Source: an optimization exercise on an open RTL-to-GDS flow (aim: small area, a short achievable clock period and few clock cycles). Production flows keep margins and buffers that such runs may drop. Function was checked by simulation only, so behaviour that the tests miss may differ from the original. Power is estimated from default activity; no workload was simulated.

==> flow/config.mk <==
export PLATFORM = sky130hd
export DESIGN_NAME = crc_fc_core
export DESIGN_NICKNAME = crc_fc_core
export VERILOG_FILES = /design/flow/design.v
export SDC_FILE = /design/flow/constraint.sdc
export NUM_CORES = 4
export LEC_CHECK = 0
export CAP_MARGIN = 20
export CORE_MARGIN = 2
export CORE_UTILIZATION = 40
export SETUP_SLACK_MARGIN = 5
export SLEW_MARGIN = 20
==> flow/design.v <==
module crc_fc_core (
    input  wire        clk,
    input  wire        rst,           
    input  wire        host_en,
    input  wire        host_we,
    input  wire [4:0]  host_addr,     
    input  wire [31:0] host_wdata,
    output reg  [31:0] host_rdata,    
    output reg         buf_en,
    output reg  [3:0]  buf_we,        
    output reg  [13:0] buf_addr,
    output wire [31:0] buf_wdata,
    input  wire [31:0] buf_rdata,     
    output reg         irq
);
    reg [31:0] cmd;
    reg        busy, done, rej;
    reg        err_any, err_rng;      
    reg        ie;
    reg [15:0] crc;
    reg [15:0] desc_count;
    reg [31:0] arg0, arg1, arg2, arg3;
    reg [31:0] res0, res1;
    reg [3:1]  res2;                  
    reg [15:0] res3;
    reg        r0c;                   
    reg [31:0] field [0:15];
    reg        ex;                    
    reg        rd;                    
    reg        d1_v, d1_first, d1_last;    
    reg        w_v, w_last;           
    reg [1:0]  w_sp;                  
    reg [31:0] word;                  
    reg        tw1, tw2;              
    reg [7:0]  wa, wb;                
    assign buf_wdata = {wa, wb, wa, wb};
    wire [3:0] errcode = {1'b0, err_any, err_any, err_rng};
    function [15:0] crc32in;
        input [31:0] w;
        reg   [15:0] c;
        integer i;
        begin
            c = 16'd0;
            for (i = 31; i >= 0; i = i - 1)
                c = (c[15] ^ w[i]) ? ((c << 1) ^ 16'h1021) : (c << 1);
            crc32in = c;
        end
    endfunction
    wire hw     = host_en & host_we;
    wire wr_cmd = hw & (host_addr == 5'd0);
    wire accept = wr_cmd & ~busy;
    wire [31:0] wdm = host_wdata & {32{~rst}};    
    wire [7:0] h_opc = host_wdata[7:0];
    wire [3:0] h_sub = host_wdata[11:8];
    wire       h_hz  = (host_wdata[31:12] == 20'd0);
    wire       h_s0  = (h_sub == 4'd0);
    reg op_seed, op_byte, op_blk, op_pack, op_unpk, op_ph, op_sc, op_fin, legal;
    always @(posedge clk) begin
        op_seed <= (h_opc == 8'h01);
        op_byte <= (h_opc == 8'h02);
        op_blk  <= (h_opc == 8'h03);
        op_pack <= (h_opc == 8'h10);
        op_unpk <= (h_opc == 8'h11);
        op_ph   <= (h_opc == 8'h20) | (h_opc == 8'h21);
        op_sc   <= (h_opc == 8'h22) | (h_opc == 8'h23);
        op_fin  <= (h_opc == 8'h32);
        legal   <= h_hz & ((h_s0 & ((h_opc == 8'h01) | (h_opc == 8'h02) |
                                    (h_opc == 8'h03) | (h_opc == 8'h32))) |
                           (~h_sub[3] & ((h_opc == 8'h10) | (h_opc == 8'h11))) |
                           (h_opc[7:2] == 6'b001000));
    end
    wire [3:0] sub = cmd[11:8];
    wire       dec = cmd[0];         
    wire fsel = cmd[5];
    reg  [17:0] e_sum;
    reg         a_hi, n_hi, n_zero, fin_rng;
    always @(posedge clk) begin
        e_sum   <= {1'b0, arg0[16:0]} + {1'b0, arg1[16:0]};
        a_hi    <= |arg0[31:17];
        n_hi    <= |arg1[31:17];
        n_zero  <= (arg1[16:0] == 17'd0);
        fin_rng <= (|arg0[31:16]) | (arg0[15:4] == 12'd0);
    end
    wire blk_rng = a_hi | n_hi | e_sum[17] | (e_sum[16] & (|e_sum[15:0]));
    wire one_word = (arg1[16:3] == 14'd0) & ({1'b0, arg1[2:0]} + {2'b0, arg0[1:0]} <= 4'd4);
    reg  [13:0] lastw;
    reg  [1:0]  tq;
    wire [13:0] lw_base = fsel ? arg0[15:2] : e_sum[15:2];
    wire        lw_dec  = fsel ? (arg0[1:0] != 2'd3) : (e_sum[1:0] == 2'd0);
    wire [13:0] lw1     = lastw + 14'd1;
    wire ok      = ex & legal;
    wire go_blk  = ok & op_blk & ~blk_rng & ~n_zero;
    wire go_fin  = ok & op_fin & ~fin_rng;
    wire go      = go_blk | go_fin;
    wire rng_err = ok & ((op_blk & blk_rng) | (op_fin & fin_rng));
    wire        sr      = (ex & go) | rd;               
    wire [13:0] ba_inc  = buf_addr + 14'd1;
    wire        last_rd = ex ? (one_word & ~fsel) : (buf_addr == lastw);
    wire [1:0] s_eff = (d1_first & ~fsel) ? arg0[1:0] : 2'd0;
    wire [1:0] t_eff = d1_last ? tq : 2'd3;
    wire [1:0] shr   = 2'd3 - t_eff;
    wire [1:0] sp    = s_eff + shr;
    wire [31:0] rdat = {buf_rdata[31:16], ((d1_first & fsel) ? arg0[15:0] : buf_rdata[15:0])};
    wire [31:0] shd  = rdat >> {shr, 3'b000};
    wire [31:0] aligned = {shd[31:24] & {8{sp == 2'd0}},
                           shd[23:16] & {8{sp[1] == 1'b0}},
                           shd[15:8]  & {8{sp != 2'd3}},
                           shd[7:0]};
    wire [15:0] c_in = crc;
    wire [31:0] c_sh = (w_sp == 2'd0) ? {c_in, 16'd0} :
                       (w_sp == 2'd1) ? {8'd0, c_in, 8'd0} :
                       (w_sp == 2'd2) ? {16'd0, c_in} : {24'd0, c_in[15:8]};
    wire [15:0] fold = crc32in(word ^ c_sh) ^ ((w_sp == 2'd3) ? {c_in[7:0], 8'd0} : 16'd0);
    reg [31:0] pack_word;
    always @(*) begin
        case (sub[2:0])
            3'd0: pack_word = {16'd0, field[0][7:0], field[1][0], field[2][2:0], field[3][3:0]};
            3'd1: pack_word = {field[0][0], field[1][0], field[2][0], field[3][0],
                               field[4][3:0], field[5][23:0]};
            3'd2: pack_word = {16'd0, field[0][1:0], field[1][0], field[2][0], field[3][0],
                               field[4][0], field[5][0], field[6][2:0], field[7][1:0],
                               field[8][3:0]};
            3'd3: pack_word = {16'd0, field[0][11:0], field[1][0], field[2][0], field[3][0],
                               field[4][0]};
            3'd4, 3'd5: pack_word = {field[0][7:0], field[1][23:0]};
            3'd6: pack_word = {field[0][15:0], field[1][15:0]};
            default: pack_word = {16'd0, field[0][14:0], field[1][0]};
        endcase
    end
    reg [31:0] unpacked [0:8];
    reg [8:0]  unpack_we;
    integer u;
    always @(*) begin
        for (u = 0; u < 9; u = u + 1)
            unpacked[u] = 32'd0;
        unpack_we = 9'd0;
        case (sub[2:0])
            3'd0: begin
                unpacked[0] = {24'd0, arg0[15:8]};
                unpacked[1] = {31'd0, arg0[7]};
                unpacked[2] = {29'd0, arg0[6:4]};
                unpacked[3] = {28'd0, arg0[3:0]};
                unpack_we   = 9'h00F;
            end
            3'd1: begin
                unpacked[0] = {31'd0, arg0[31]};
                unpacked[1] = {31'd0, arg0[30]};
                unpacked[2] = {31'd0, arg0[29]};
                unpacked[3] = {31'd0, arg0[28]};
                unpacked[4] = {28'd0, arg0[27:24]};
                unpacked[5] = {8'd0,  arg0[23:0]};
                unpack_we   = 9'h03F;
            end
            3'd2: begin
                unpacked[0] = {30'd0, arg0[15:14]};
                unpacked[1] = {31'd0, arg0[13]};
                unpacked[2] = {31'd0, arg0[12]};
                unpacked[3] = {31'd0, arg0[11]};
                unpacked[4] = {31'd0, arg0[10]};
                unpacked[5] = {31'd0, arg0[9]};
                unpacked[6] = {29'd0, arg0[8:6]};
                unpacked[7] = {30'd0, arg0[5:4]};
                unpacked[8] = {28'd0, arg0[3:0]};
                unpack_we   = 9'h1FF;
            end
            3'd3: begin
                unpacked[0] = {20'd0, arg0[15:4]};
                unpacked[1] = {31'd0, arg0[3]};
                unpacked[2] = {31'd0, arg0[2]};
                unpacked[3] = {31'd0, arg0[1]};
                unpacked[4] = {31'd0, arg0[0]};
                unpack_we   = 9'h01F;
            end
            3'd4, 3'd5: begin
                unpacked[0] = {24'd0, arg0[31:24]};
                unpacked[1] = {8'd0,  arg0[23:0]};
                unpack_we   = 9'h003;
            end
            3'd6: begin
                unpacked[0] = {16'd0, arg0[31:16]};
                unpacked[1] = {16'd0, arg0[15:0]};
                unpack_we   = 9'h003;
            end
            default: begin
                unpacked[0] = {17'd0, arg0[15:1]};
                unpacked[1] = {31'd0, arg0[0]};
                unpack_we   = 9'h003;
            end
        endcase
    end
    wire unpk_go = ok & op_unpk & ~rst;
    wire [31:0] hsel = hw ? (32'd1 << host_addr) : 32'd0;
    integer k;
    always @(posedge clk) begin
        for (k = 0; k < 16; k = k + 1) begin
            if (k < 9) begin
                if (unpk_go & unpack_we[k])
                    field[k] <= unpacked[k];
                else if (rst | hsel[16 + k])
                    field[k] <= wdm;
            end else begin
                if (rst | hsel[16 + k])
                    field[k] <= wdm;
            end
        end
        if (rst | hsel[8])  arg0 <= wdm;
        if (rst | hsel[9])  arg1 <= wdm;
        if (rst | hsel[10]) arg2 <= wdm;
        if (rst | hsel[11]) arg3 <= wdm;
        if (rst | hsel[4])  desc_count <= wdm[15:0];
        if (rst | (accept)) cmd <= wdm;
    end
    always @(posedge clk) begin
        case (host_addr)
            5'd0:  host_rdata <= cmd;
            5'd1:  host_rdata <= {24'd0, errcode, 1'b0, rej, done, busy};
            5'd2:  host_rdata <= {31'd0, ie};
            5'd3:  host_rdata <= {16'd0, crc};
            5'd4:  host_rdata <= {16'd0, desc_count};
            5'd8:  host_rdata <= arg0;
            5'd9:  host_rdata <= arg1;
            5'd10: host_rdata <= arg2;
            5'd11: host_rdata <= arg3;
            5'd12: host_rdata <= r0c ? {16'd0, crc} : res0;
            5'd13: host_rdata <= res1;
            5'd14: host_rdata <= {28'd0, res2, 1'b0};
            5'd15: host_rdata <= {16'd0, res3};
            5'd5, 5'd6, 5'd7: host_rdata <= 32'd0;
            default: host_rdata <= field[host_addr[3:0]];
        endcase
    end
    wire complete = (w_v & w_last & ~fsel) | (tw1 & ~tw2) | (ex & ~go);
    wire done_n = rst ? 1'b0 :
                  complete ? 1'b1 :
                  (accept | (hsel[1] & host_wdata[1])) ? 1'b0 : done;
    wire ie_n   = rst ? 1'b0 : hsel[2] ? host_wdata[0] : ie;
    always @(posedge clk) begin
        if (!busy) begin
            word <= {24'd0, arg0[7:0]};
            w_sp <= 2'd3;
        end else begin
            word <= aligned;
            w_sp <= sp;
        end
        w_last   <= d1_last;
        if (ex) begin
            lastw <= lw_base - {13'd0, lw_dec};
            tq    <= fsel ? arg0[1:0] + 2'd1 : e_sum[1:0] - 2'd1;
        end
        d1_first <= ex;
        d1_last  <= last_rd;
        if (rst) begin
            busy    <= 1'b0;
            done    <= 1'b0;
            rej     <= 1'b0;
            err_any <= 1'b0;
            err_rng <= 1'b0;
            ie      <= 1'b0;
            crc     <= 16'hFFFF;
            res0    <= 32'd0;
            r0c     <= 1'b0;
            res1    <= 32'd0;
            res2    <= 3'd0;
            res3    <= 16'd0;
            ex      <= 1'b0;
            rd      <= 1'b0;
            d1_v    <= 1'b0;
            w_v     <= 1'b0;
            tw1     <= 1'b0;
            tw2     <= 1'b0;
            buf_en  <= 1'b0;
            irq     <= 1'b0;
        end else begin
            ex   <= accept;
            done <= done_n;
            ie   <= ie_n;
            irq  <= ie_n & done_n;
            d1_v <= sr;
            w_v  <= d1_v;
            if (wr_cmd) begin
                if (busy) rej <= 1'b1;
                else begin
                    busy    <= 1'b1;
                    err_any <= 1'b0;
                    err_rng <= 1'b0;
                end
            end
            if (hsel[1]) begin
                if (host_wdata[1]) begin
                    err_any <= 1'b0;
                    err_rng <= 1'b0;
                end
                if (host_wdata[2]) rej <= 1'b0;
            end
            if (hsel[3]) begin
                crc <= host_wdata[15:0];
                if (r0c) begin
                    res0 <= {16'd0, crc};
                    r0c  <= 1'b0;
                end
            end
            buf_en <= 1'b0;
            buf_we <= 4'd0;
            if (!busy) begin
                buf_en   <= accept;
                buf_addr <= host_wdata[5] ? 14'd0 : arg0[15:2];
            end
            if (sr) begin
                if (!last_rd) begin
                    buf_en   <= 1'b1;
                    buf_addr <= ba_inc;
                    rd       <= 1'b1;
                end else begin
                    rd <= 1'b0;
                    if (fsel) begin
                        buf_en   <= 1'b1;
                        buf_we   <= 4'b0011;
                        buf_addr <= 14'd0;
                        wa       <= arg0[15:8];
                        wb       <= arg0[7:0];
                    end
                end
            end
            if (w_v) begin
                crc <= fold;
                if (w_last) begin
                    if (fsel) begin
                        tw1      <= 1'b1;
                        res3     <= fold;
                        crc      <= res3;
                        tw2      <= (tq == 2'd2);
                        buf_en   <= 1'b1;
                        buf_addr <= (tq == 2'd3) ? lw1 : lastw;
                        case (tq)
                            2'd3: buf_we <= 4'b1100;
                            2'd0: buf_we <= 4'b0110;
                            2'd1: buf_we <= 4'b0011;
                            default: buf_we <= 4'b0001;
                        endcase
                        wa <= tq[0] ? fold[15:8] : fold[7:0];
                        wb <= tq[0] ? fold[7:0]  : fold[15:8];
                    end else begin
                        r0c  <= 1'b1;
                        busy <= 1'b0;
                    end
                end
            end
            if (tw1) begin
                if (tw2) begin
                    tw2      <= 1'b0;
                    buf_en   <= 1'b1;
                    buf_addr <= lw1;
                    buf_we   <= 4'b1000;
                end else begin
                    tw1  <= 1'b0;
                    busy <= 1'b0;
                end
            end
            if (ex && !go) begin
                busy <= 1'b0;
                if (!legal) begin
                    err_any <= 1'b1;
                end else if (rng_err) begin
                    err_any <= 1'b1;
                    err_rng <= 1'b1;
                end else begin
                    if (op_seed) begin
                        crc  <= arg0[15:0];
                        r0c  <= 1'b1;
                    end
                    if (op_byte) begin
                        crc  <= fold;
                        r0c  <= 1'b1;
                    end
                    if (op_blk)    
                        r0c  <= 1'b1;
                    if (op_pack | op_ph | op_sc)
                        r0c  <= 1'b0;
                    if (op_pack)
                        res0 <= pack_word;
                    if (op_ph) begin
                        if (sub[1]) begin
                            res0 <= arg0;
                            res1 <= arg1;
                            res2 <= 3'b100;
                        end else begin
                            if (!dec) begin
                                res0 <= {arg0[15:0], arg1[15:0]};
                                res1 <= 32'd0;
                            end else begin
                                res0 <= {{16{arg0[31] & ~sub[0]}}, arg0[31:16]};
                                res1 <= {{16{arg0[15]}}, arg0[15:0]};
                            end
                            res2 <= 3'b010;
                        end
                    end
                    if (op_sc) begin
                        if (sub[0]) begin
                            res0 <= arg0;
                            res2 <= 3'b010;
                        end else begin
                            res0 <= {{16{arg0[15] & dec}}, arg0[15:0]};
                            res2 <= 3'b001;
                        end
                    end
                end
            end
            if (go_fin) begin
                res1 <= {16'd0, arg0[15:0]};
                res3 <= crc;
                crc  <= 16'hFFFF;
            end
        end
    end
endmodule
==> flow/run.sh <==
#!/bin/bash
# synth_recipe.tcl (not shown) runs the flow's synth.tcl, then flattens the netlist and writes it again
# the make line also repeats each setting of config.mk as NAME=value (left out here)
make -C /OpenROAD-flow-scripts/flow DESIGN_CONFIG=/design/flow/config.mk WORK_HOME=/design/flow/orfs CLKGATE_MAP_FILE= SYNTH_SCRIPT=/design/flow/synth_recipe.tcl finish
==> flow/constraint.sdc <==
create_clock -name core_clock -period 10.0 [get_ports {clk}]
set_input_delay 2.0000 -clock core_clock [delete_from_list [all_inputs] [get_ports {clk}]]
set_output_delay 2.0000 -clock core_clock [all_outputs]
set_load 0.01 [all_outputs]
==> impl_results.md, run 1 <==
* Via count at 37000
* Setup WS pre-CTS at 4.03 ns
* Status: finished clean
* Clk sinks at 952
* Synthesized flop and latch total at 952
* DRC Markers at 0
* Die Area at approximately 120000 um2
* Maximum Capacitance Violations at 0
* ANT nets after route at 0
* Worst-Margin Slew at about 1.1 ns
* Drt first-iter violations at around 6400
* # IOs at 157
* # placed instances at 5387
* Critical path launch point type: input pin
* All-layer global routing usage at 0.321
* Fraction of layout cells with a size suffix above 1 at 0.107
* Area Growth Syn to Fin at 15.5%
* Pleak at 18.3 nW
* Peak VDD IR at 140 uV
* Core area at 111000 um2
* CTS Root Cell: clkbuf_16
* Register area at 26400 um2
* Seq/Total Area, Yosys at 0.588
* Share of the synthesized area in the top cell type at 0.493
* TritonCTS clock tree: yes
* Synthesis Warnings at 3
* Clock buffer depth at 3
* Reg2Reg Setup Slack at 5.26 ns
* Count of different cell masters after synthesis at between 70 and 80
* CP top delay family: buffers and inverters
* Cells after synthesis at 3960
* Worst-path cell chain: dlygate4sd2_1 > nand2b_2 > nor2_4 > buf_4 > a22o_1 > a221oi_1 > nand3_1 > o22ai_1 > a32oi_1
* Inserted Clock Buffers at 100
* Arrival time at the worst endpoint at 5.46 ns
* Post-Syn Area at between 40000 and 50000 um2
* H-tree depth at 3
* Post-DP HPWL at 124 mm
* Number of nets at the end of the flow at 4112
* Max-slew violation count at 0
* Worst-path clk slew at 0.06 ns
* Layout Cells excl Fill at 5590
* Mean Syn Cell Area at 11.4 um2
* Setup CP Type: input pin to register
* Minimum clock period after layout at roughly 4.8 ns
* Final hold viol count at 0
* Clk_skew at around 0.073 ns
* Pwr/cell area at about 190 nW/um2
* GPL Wtd Cong at ~1
* Max Freq at 207 MHz
* I/O Buffers at 156
* Post-synth top area cell: edfxtp_1
* Initial antenna violation count at 14
* Die X at between 300 and 400 um
* Crit path max fanout at 25
* Commonest cells after routing, fill and taps aside: 738 x edfxtp_1, 308 x nand2_1, 288 x nor2_1, 283 x a21oi_1, 221 x a22oi_1
* CP Data Required Time at 10.63 ns
* First-pass GRT wire length at about 270 mm
* Clk Latency, worst-skew pair at 0.75 ns
* Number of flops mapped to enable cells by yosys at 738
* Row count at 122
* Final period util at 0.483
* Post-Synthesis Net Count at 4062
* Multi-input logic area at 17300 um2
* Count of final setup violators at 0
* Synth area leaders: edfxtp_1 49%, dfxtp_1 9.5%, a22oi_1 3.7%, a21oi_1 3.2%, nand2_1 2.6%
* RSZ-0062 raised after global routing: false
* GRT overflow at 0
* Vias per cell at between 6 and 7
* Filler cells at 10200
* Detailed Route WL at 192 mm
* Crit end category: register
* Worst path bufs/invs at 2
* TNS Setup at 0 ns
* Initial Utilization at 0.405
* Pin count of the biggest net entering global routing at 70
* Synth async-reset ratio at 0
* Main synth FF type: edfxtp_1
* Slowest stage delay, CP at 0.83 ns
* DIE HEIGHT at 339 um
* Post-CTS Hold Buffers at 0
* Critical-path top delay cell: dlygate4sd2_1
* Setup ws final at 5.17 ns
* Vias in the first global route at 34300
* Worst hold path type: register to register
* Commonest non-fill, non-tap cell in the layout: edfxtp_1
* Slew headroom at 0.240
* Routed WL per cell at 34.3 um
* Drt pass-1 iters at 11
[sequential cells by signal, summed over array words and instances, names as in the netlist, 18 cells and up]
name,count
arg0,32
arg3,32
arg2,32
e_sum,18
cmd,32
field,512
arg1,32
host_rdata,32
res0,32
res1,32
word,32
[cell type report]
| type | instances | area share |
|---|---|---|
| Multi-Input combinational cell | 2592 | 0.334 |
| Inverter | 66 | 0.00482 |
| Timing Repair Buffer | 298 | 0.0506 |
| Antenna cell | 6 | 0.000289 |
| Sequential cell | 952 | 0.509 |
| Clock inverter | 51 | 0.0115 |
| Clock buffer | 137 | 0.0537 |
| Tap cell | 1488 | 0.0359 |
[logic make-up (layout without fill, tap and decap cells)]
kind of cell | after synthesis | count (layout) | synth area share
simple gates | 1064 | 1065 | 0.111
buf+inv | 417 | 552 | 0.0368
fa+ha+maj | 29 | 29 | 0.00824
xor+xnor | 191 | 191 | 0.0456
mux | 131 | 131 | 0.0323
flops | 952 | 952 | 0.588
other cells | 0 | 6 | 0
compound gates | 1176 | 1176 | 0.178
[power breakdown]
group          total [W]  switching, W  internal (W)
Combinational    0.00113      0.000764      0.000363
Clock            0.00388       0.00168       0.00220
Sequential       0.00480      0.000217       0.00458
[worst paths after layout]
path	from	endpoint	cells after the start
min	d1_last	w_last	0
max reg2reg	e_sum[11]	res1[15]	12
min reg2reg	d1_last	w_last	0
max	host_addr[0]	host_rdata[26]	9
[cells in the mapped netlist, types with 77 or more instances]
cell type / number
and2_1: 77
nand2_1: 313
a22oi_1: 221
o21ai_0: 190
edfxtp_1: 738
nor2_1: 304
a221oi_1: 107
mux2i_1: 100
dfxtp_1: 214
clkbuf_1: 287
xnor2_1: 105
a21oi_1: 283
[per-stage QoR]
step / total power, W / utilization / hold slack, ns / area [um2]
2_1_floorplan: 0.00536 / - / 0.355 / 45000
3_3_place_gp: 0.00594 / 0.436 / 0.382 / 48400
3_5_place_dp: 0.00595 / 0.436 / 0.382 / 48400
4_1_cts: 0.00975 / 0.466 / 0.393 / 51800
5_1_grt: 0.0100 / 0.467 / 0.398 / 51900
6_report: 0.00980 / 0.467 / 0.391 / 51900
[worst reg2reg max path, cell delays in order, from the launching register on]
cell	delay, ns
dfxtp_1	0.34
nor4_1	0.46
nand4_1	0.17
a2111oi_0	0.88
a2bb2oi_1	0.30
o21ai_0	0.16
nor2_2	0.11
buf_4	0.33
nand2_1	0.61
nand2_1	0.76
a21oi_1	0.13
a31oi_1	0.32
nor2_1	0.07
[timing repair]
action | CTS | global route
setup endpoints to repair | 28 | 72
gates resized for setup | 2 | 8
gates cloned | 1 | 0
pin swaps | 1 | 3
buffers inserted | 0 | 8
[layer usage]
metal  vias up  part of all wire  global-route usage
met1     18100              0.37               0.419
met3       662              0.14               0.122
li1      15200                 -                   -
met4        10             0.055               0.156
met5         -           0.00051                   0
met2      2984              0.42               0.469
Testbench counts, summed over its fixed seeds: cycles 14,693.
==> run 2, diff against run 1 <==
==> flow/flow/run.sh (new file) <==
#!/bin/bash
set -euo pipefail
export SETUP_SLACK_MARGIN=6.5
bash standard.sh > standard.log 2>&1
==> flow/standard.sh (new file) <==
#!/bin/bash
# synth_recipe.tcl (not shown) runs the flow's synth.tcl, then flattens the netlist and writes it again
# the make line also repeats each setting of config.mk as NAME=value (left out here)
make -C /OpenROAD-flow-scripts/flow DESIGN_CONFIG=/design/flow/config.mk WORK_HOME=/design/flow/orfs CLKGATE_MAP_FILE= SYNTH_SCRIPT=/design/flow/synth_recipe.tcl "${@:-finish}"
--- a/flow/config.mk
+++ b/flow/config.mk
@@ -9,4 +9,3 @@
 export CORE_MARGIN = 2
 export CORE_UTILIZATION = 40
-export SETUP_SLACK_MARGIN = 5
 export SLEW_MARGIN = 20
removed: flow/run.sh
==> run 2 against run 1 <==
Sequential power is essentially flat; via count increased by 2.9%; power increased by 1.2%; routed wire length grew 5.0%; global-route usage up 1.6 points; register-to-register slack improved by 1.3 ns; count of clock-buffer cells in the layout fell by 1; fmax increased by 33%; critical path type unchanged; critical endpoint is now field[7][0]; largest power group unchanged; highest routed layer unchanged.
==> impl_results.md, run 2 <==
* Status: finished clean
* Clk Latency, worst-skew pair at 0.74 ns (about the same)
* Worst-Margin Slew at 1.21 ns (+0.0667 ns)
* Mean Syn Cell Area at 11.4 um2 (unchanged)
* Synth async-reset ratio at 0 (unchanged)
* Post-DP HPWL at 123 mm (-0.88%)
* Worst-path clk slew at 0.07 ns (about the same)
* CTS Root Cell: clkbuf_16
* Number of nets at the end of the flow at 4236 (+3.0%)
* Path depth of the worst reg2reg path at 11 (-1)
* Commonest cells after routing, fill and taps aside: 738 x edfxtp_1, 301 x nand2_1, 282 x nor2_1, 271 x a21oi_1, 219 x a22oi_1
* Initial antenna violation count at 18 (+4)
* TNS Setup at 0 ns (unchanged)
* Hold path depth at 0 (unchanged)
* # IOs at 157 (unchanged)
* Util after Layout at 0.489 (+0.0218)
* Reg2Reg Setup Slack at 6.57 ns (+1.31 ns)
* Arrival time at the worst endpoint at 4.20 ns (-1.26 ns)
* Number of flops mapped to enable cells by yosys at 738 (unchanged)
* Clk sinks at 952 (unchanged)
* Share of the synthesized area in the top cell type at 0.493 (unchanged)
* Via count at 38100 (+2.9%)
* Pin count of the biggest net entering global routing at 72 (+2.9%)
* Post-Synthesis Net Count at 4062 (unchanged)
* Die X at 339 um (unchanged)
* Largest reg by FF count: field
* Commonest non-fill, non-tap cell in the layout: edfxtp_1
* CP top delay family: buffers and inverters
* All-layer global routing usage at 0.337 (+0.0160)
* Synthesized flop and latch total at 952 (unchanged)
* DRC Markers at 0 (unchanged)
* Row count at 122 (unchanged)
* Slowest stage delay, CP at 1.11 ns (+0.28 ns)
* Inserted Clock Buffers at 99 (-1.0%)
* Routed WL per cell at 35.2 um (+2.7%)
* GRT overflow at 0 (unchanged)
* Critical-path top delay cell: clkdlybuf4s50_1
* Setup CP Type: input pin to register
* Pwr/cell area at 183 nW/um2 (-3.3%)
* H-tree depth at 3 (unchanged)
* Seq/Total Area, Yosys at 0.588 (unchanged)
* Worst path bufs/invs at 1 (-1)
* I/O Buffers at 156 (unchanged)
* Vias per cell at 6.66 (+0.62%)
* Cells after synthesis at 3960 (unchanged)
* CP Data Required Time at 10.57 ns (-0.06 ns)
* Slew headroom at 0.192 (-0.0481)
* ANT nets after route at 0 (unchanged)
* Post-CTS Hold Buffers at 0 (unchanged)
* DIE HEIGHT at 339 um (unchanged)
* Worst hold path type: register to register
* Main synth FF type: edfxtp_1
* Clk_skew at 0.0821 ns (+0.00936 ns)
* Synthesis Warnings at 3 (unchanged)
* R2R Path End: wb[6]
* Vias in the first global route at 35700 (+4.1%)
* Area Growth Syn to Fin at 20.9%
* First-pass GRT wire length at 278 mm (+4.5%)
* TritonCTS clock tree: yes
* Clock buffer depth at 3 (unchanged)
* Fraction of layout cells with a size suffix above 1 at 0.162 (+0.0554)
* Count of different cell masters after synthesis at 76 (unchanged)
* GPL Wtd Cong at 1.01 (+0.30%)
* Filler cells at 9911 (-2.7%)
* Maximum Capacitance Violations at 0 (unchanged)
* WHS Endpoint: w_last
* RSZ-0062 raised after global routing: true
* Final hold viol count at 0 (unchanged)
* Top-count cell post-synth: edfxtp_1
* Synth area leaders: edfxtp_1 49%, dfxtp_1 9.5%, a22oi_1 3.7%, a21oi_1 3.2%, nand2_1 2.6%
* Minimum clock period after layout at 3.64 ns (-1.19 ns)
* Reg-to-Reg Start: crc[13]
* Peak VDD IR at 143 uV (+2.5%)
* Drt first-iter violations at 7009 (+8.8%)
* Hold_sp: d1_last
* Synth cell count leaders: 738 x edfxtp_1, 313 x nand2_1, 304 x nor2_1, 287 x clkbuf_1, 283 x a21oi_1
* Pleak at 19.5 nW (+6.6%)
* Post-synth top area cell: edfxtp_1
* Final period util at 0.364 (-0.119)
* Crit end category: register
* Max FFs per register at 512 (unchanged)
* Worst-path cell chain: clkdlybuf4s50_1 > nor2b_4 > nand2_1 > o21ai_0
* Max Freq at 275 MHz (+33%)
* Core area at 111000 um2 (unchanged)
* Detailed Route WL at 201 mm (+5.0%)
* Drt pass-1 iters at 10 (-1)
* Worst path depth at 4 (-5)
* Critical path launch point type: input pin
* Die Area at 115000 um2 (unchanged)
* Max-slew violation count at 0 (unchanged)
* Initial Utilization at 0.405 (unchanged)
* Count of final setup violators at 0 (unchanged)
* Crit path max fanout at 16 (-36%)
* Post-Syn Area at 45000 um2 (unchanged)
-- run 2: cell counts after synthesis --
Identical to the previous run, type by type.
-- run 2: cell type report --
cell class	instances	area, um2	share of cell area
Antenna cell	8	20.0	0.000368
Timing Repair Buffer	419	4160	0.0765
Multi-Input combinational cell	2596	18200	0.334
Tap cell	1488	1860	0.0343
Inverter	66	262	0.00481
Sequential cell	952	26500	0.488
Clock buffer	136	2760	0.0508
Clock inverter	52	608	0.0112
-- run 2: through the flow --
step	total power (W)	std cells	instance area, um2	worst slack [ns]	hold slack (ns)
floorplan	0.00537	3960	45500	4.47	0.355
global placement	0.00595	5382	48500	4.06	0.387
detailed placement	0.00596	5382	48500	4.05	0.387
CTS	0.00982	5672	53700	6.47	0.396
global route	0.0101	5711	54300	6.43	0.407
finish	0.00993	5717	54300	6.36	0.396
-- run 2: kinds of logic (layout without fill, tap and decap cells) --
kind of cell               Yosys count  count (layout)  synth area share
adders and majority gates           29              29           0.00824
xor gates and xnor gates           191             191            0.0456
DFF                                952             952             0.588
muxes                              131             131            0.0323
AOI/OAI and AO/OA                 1176            1176             0.178
other                                0               8                 0
buffers and inverters              417             673            0.0368
and+or+nand+nor                   1064            1069             0.111
-- run 2: worst max path at each step --
stage	startpoint	endpoint	slack, ns
6_report	host_wdata[0]	field[7][0]	6.36
3_5_place_dp	host_addr[1]	field[1][30]	4.05
4_1_cts	wb[6]	buf_wdata[6]	6.47
5_1_grt	host_addr[0]	crc[15]	6.43
3_3_place_gp	host_addr[1]	field[1][30]	4.06
2_1_floorplan	host_addr[2]	arg0[0]	4.47
-- run 2: layer usage --
metal	vias to the layer above	track usage	share of wire
li1	15500	-	-
met1	18500	0.434	0.36
met2	3257	0.485	0.41
met3	837	0.118	0.15
met4	20	0.211	0.077
met5	-	0	0.00092
-- run 2: power breakdown --
| part | internal [W] | total [W] | leakage (nW) | switching (W) |
|---|---|---|---|---|
| Combinational | 0.000438 | 0.00128 | 8.94 | 0.000840 |
| Clock | 0.00219 | 0.00386 | 1.63 | 0.00167 |
| Sequential | 0.00458 | 0.00479 | 8.90 | 0.000210 |
| Total | 0.00720 | 0.00993 | 19.5 | 0.00272 |
-- run 2: timing repair --
item	in CTS	in global routing
gates cloned	13	2
pin swaps	36	21
setup endpoints to repair	1245	195
buffers inserted	89	33
gates resized for setup	313	86
==> run 3, diff against run 2 <==
--- a/flow/design.v
+++ b/flow/design.v
@@ -244,8 +244,6 @@
         end
         w_last   <= d1_last;
-        if (ex) begin
-            lastw <= lw_base - {13'd0, lw_dec};
-            tq    <= fsel ? arg0[1:0] + 2'd1 : e_sum[1:0] - 2'd1;
-        end
+        lastw <= lw_base - {13'd0, lw_dec};
+        tq    <= fsel ? arg0[1:0] + 2'd1 : e_sum[1:0] - 2'd1;
         d1_first <= ex;
         d1_last  <= last_rd;
==> flow/flow/run.sh (replaced) <==
#!/bin/bash
# The standard layout (standard.sh: ORFS synthesis, floorplan, place, CTS, route, finish)
# with the design's SDC unchanged. Only layout knobs differ from the defaults:
#  - every port still gets a buffer, but a plain buf_2 instead of a delay cell;
#  - CTS clusters up to 20 sinks within 100 um per leaf buffer and inserts no dummy loads.
set -euo pipefail
export SETUP_SLACK_MARGIN=6.5
export BUFFER_PORTS_ARGS="-buffer_cell sky130_fd_sc_hd__buf_2"
export CTS_ARGS="-sink_clustering_enable -repair_clock_nets -dont_use_dummy_load -sink_clustering_size 20 -sink_clustering_max_diameter 100"
bash standard.sh > standard.log 2>&1
==> run 3 against run 2 <==
Combinational power barely moved; largest cell class unchanged; register-to-register slack improved by 0.04 ns; power fell by 16%; global-route usage fell by 1.4 points; still clean; clock skew rose by 0.024 ns; non-clock buffer count fell by 71; sequential share of layout area rose by 3.2 points; routed wire length fell by 3.9%; clock power fell by 41%; fmax rose by 2.8%; area after synthesis fell by 0.49%; die area fell by 0.49%.
==> impl_results.md, run 3 <==
* Slowest stage delay, CP at 0.46 ns (-0.65 ns)
* Inserted Clock Buffers at 54 (-45%)
* Mean Syn Cell Area at 11.3 um2 (-0.16%)
* Commonest cells after routing, fill and taps aside: 722 x edfxtp_1, 296 x nand2_1, 259 x nor2_1, 258 x a21oi_1, 215 x dfxtp_1
* Clock buffer depth at 3 (unchanged)
* Crit end category: register
* Core area at 111000 um2 (-0.28%)
* Detailed Route WL at 193 mm (-3.9%)
* Count of final setup violators at 0 (unchanged)
* Critical-path top delay cell: a21oi_1
* Post-DP HPWL at 124 mm (+1.5%)
* Final hold viol count at 0 (unchanged)
* Util after Layout at 0.457 (-0.0324)
* Max-slew violation count at 0 (unchanged)
* Synthesis Warnings at 3 (unchanged)
* Seq/Total Area, Yosys at 0.588 (-0.000684)
* Die Area at 115000 um2 (-0.49%)
* Slew headroom at 0.185 (-0.00660)
* Row count at 122 (unchanged)
* Pwr/cell area at 165 nW/um2 (-9.8%)
* Pin count of the biggest net entering global routing at 65 (-9.7%)
* CP Data Required Time at 10.55 ns (-0.02 ns)
* Largest reg by FF count: field
* Number of flops mapped to enable cells by yosys at 722 (-2.2%)
* Post-route cell area at 50600 um2 (-6.9%)
* Vias in the first global route at 33900 (-5.0%)
* Max Freq at 283 MHz (+2.8%)
* Placed inst area at 47500 um2 (-2.1%)
* Routed WL per cell at 35.0 um (-0.45%)
* ANT nets after route at 0 (unchanged)
* Hold path depth at 1 (+1)
* # IOs at 157 (unchanged)
* Clk_skew at 0.106 ns (+0.0237 ns)
* Path depth of the worst reg2reg path at 12 (+1)
* I/O Buffers at 156 (unchanged)
* Post-synth top area cell: edfxtp_1
* Setup WS pre-CTS at 4.50 ns (+0.449 ns)
* Die X at 338 um (-0.24%)
* Maximum Capacitance Violations at 0 (unchanged)
* Commonest non-fill, non-tap cell in the layout: edfxtp_1
* Top-count cell post-synth: edfxtp_1
* Crit path max fanout at 21 (+5)
* Synth async-reset ratio at 0 (unchanged)
* Initial antenna violation count at 19 (+1)
* Synthesized flop and latch total at 952 (unchanged)
* Arrival time at the worst endpoint at 4.09 ns (-0.11 ns)
* Synth cell count leaders: 722 x edfxtp_1, 309 x nand2_1, 283 x nor2_1, 274 x clkbuf_1, 262 x a21oi_1
* DIE HEIGHT at 338 um (-0.24%)
* Critical path launch point type: input pin
* Setup CP Type: input pin to register
* Via count at 37000 (-2.9%)
* Clk sinks at 952 (unchanged)
* Number of nets at the end of the flow at 4123 (-2.7%)
* Initial Utilization at 0.404 (-0.000873)
* Worst-Margin Slew at 1.22 ns (+0.0141 ns)
* Count of different cell masters after synthesis at 83 (+9.2%)
* Post-Synthesis Net Count at 4049 (-0.32%)
* Status: finished clean
* Worst-path cell chain: buf_12 > nand2b_4 > buf_4 > nor2_4 > buf_6 > a222oi_1 > nand4_1 > a21oi_1 > o21ai_0
* Drt pass-1 iters at 8 (-2)
* DRC Markers at 0 (unchanged)
* Layout Cells excl Fill at 5517 (-3.5%)
* Worst-path clk slew at 0.09 ns (+0.02 ns)
* Fraction of layout cells with a size suffix above 1 at 0.161 (-0.000564)
* Main synth FF type: edfxtp_1
* H-tree depth at 2 (-1)
* CTS Root Cell: clkbuf_16
* Synth area leaders: edfxtp_1 48%, dfxtp_1 10%, a22oi_1 3.6%, a21oi_1 2.9%, nand2_1 2.6%
* First-pass GRT wire length at 265 mm (-4.4%)
* TritonCTS clock tree: yes
* Clk Latency, worst-skew pair at 0.74 ns (about the same)
* Pleak at 17.7 nW (-8.9%)
* Minimum clock period after layout at 3.54 ns (-0.0978 ns)
* Setup ws final at 6.46 ns (+0.0978 ns)
* Final period util at 0.354 (-0.00978)
* Share of the synthesized area in the top cell type at 0.485 (-0.00831)
* Max FFs per register at 512 (unchanged)
* RSZ-0062 raised after global routing: true
* Area Growth Syn to Fin at 13.1%
* Post-Syn Area at 44700 um2 (-0.49%)
* Peak VDD IR at 128 uV (-11%)
* Worst hold path type: register to register
* GRT overflow at 0 (unchanged)
* TNS Setup at 0 ns (unchanged)
* # placed instances at 5369 (-0.24%)
* GPL Wtd Cong at 1.02 (+1.0%)
* Drt first-iter violations at 6540 (-6.7%)
* Vias per cell at 6.70 (+0.61%)
* Post-CTS Hold Buffers at 0 (unchanged)
* Cells after synthesis at 3947 (-0.33%)
* All-layer global routing usage at 0.323 (-0.0144)
run 3: what timing repair did:
action,CTS,global route
setup buffers,51,23
pin swaps,28,19
resized for setup,139,80
endpoints found under the setup margin,1030,262
cloned,5,5
run 3: final timing paths:
kind / startpoint / to / slack, ns
min reg2reg: d1_v / w_v / 0.44
max reg2reg: e_sum[0] / res0[17] / 6.61
min: d1_v / w_v / 0.44
max: host_addr[2] / host_rdata[3] / 6.46
run 3: stage by stage:
| stage | power (W) | hold slack (ns) |
|---|---|---|
| 5_1_grt | 0.00852 | 0.460 |
| 2_1_floorplan | 0.00544 | 0.329 |
| 3_5_place_dp | 0.00601 | 0.425 |
| 3_3_place_gp | 0.00600 | 0.423 |
| 4_1_cts | 0.00824 | 0.438 |
| 6_report | 0.00833 | 0.442 |
run 3: kinds of logic after synthesis:
kind of cell,after synthesis,synth area share
buf+inv,417,0.0371
xor+xnor,197,0.0456
fa+ha+maj,29,0.00828
compound gates,1181,0.181
simple gates,1051,0.110
mux,120,0.0305
flops,952,0.588
run 3: final cells by class:
| class | instances | area [um2] |
|---|---|---|
| Fill cell | 10200 | 60200 |
| Clock buffer | 54 | 1350 |
| Inverter | 82 | 327 |
| Tap cell | 1488 | 1860 |
| Antenna cell | 10 | 25.0 |
| Multi-Input combinational cell | 2583 | 18000 |
| Sequential cell | 952 | 26300 |
| Timing Repair Buffer | 348 | 2750 |
run 3: worst max-delay path, delay by kind of cell:
family	cells	cell delay, ns
buf+inv	3	0.55
simple gates	3	0.43
compound gates	3	1.06
run 3: layer usage:
| layer | global-route usage | share of wire | vias to the layer above | wire, um |
|---|---|---|---|---|
| met5 | 0 | 0.00051 | - | 99 |
| met4 | 0.187 | 0.073 | 14 | 14200 |
| met3 | 0.0983 | 0.14 | 736 | 26700 |
| met2 | 0.475 | 0.43 | 3047 | 82500 |
| met1 | 0.421 | 0.36 | 18100 | 69900 |
| li1 | - | - | 15100 | - |
run 3: where the power goes:
part	internal, W	switching [W]	leakage (nW)
clock network	0.000956	0.00131	0.666
registers	0.00458	0.000240	8.88
logic	0.000399	0.000850	8.20
Testbench counts of run 3, summed over its fixed seeds: cycles 14,693.

port drivers added, routing unchanged:
Ports are ideal in the flow. The routed layouts listed here were re-timed in OpenROAD. Step 1 (the two cells are an assumption about what drives the block):
set clk [get_ports {clk}]
set_driving_cell -lib_cell sky130_fd_sc_hd__clkbuf_16 $clk
set_driving_cell -lib_cell sky130_fd_sc_hd__buf_2 [delete_from_list [all_inputs] $clk]
Step 2 times the ports against the registers' clock, not the clock port: input delays grow and output delays shrink by t, the midpoint of the rising clock arrivals with the driver on. Three values: ideal ports, drivers, drivers and shift; two values: the first two.
| run | shift t [ns] | setup WS [ns] | worst setup path at the end | pins driven straight from the clock port |
|---|---|---|---|---|
| run 1 | 0.795 | 5.170 / 5.192 / 4.397 | input to register | 1 |
| run 2 | 0.777 | 6.364 / 6.352 / 5.575 | input to register | 1 |
| run 3 | 0.754 | 6.462 / 6.402 / 5.648 | input to register | 1 |
After both steps every run listed still meets setup and hold. The setup slack of run 3, which loses most, moves by -0.060 ns with the drivers and by -0.814 ns with both steps.
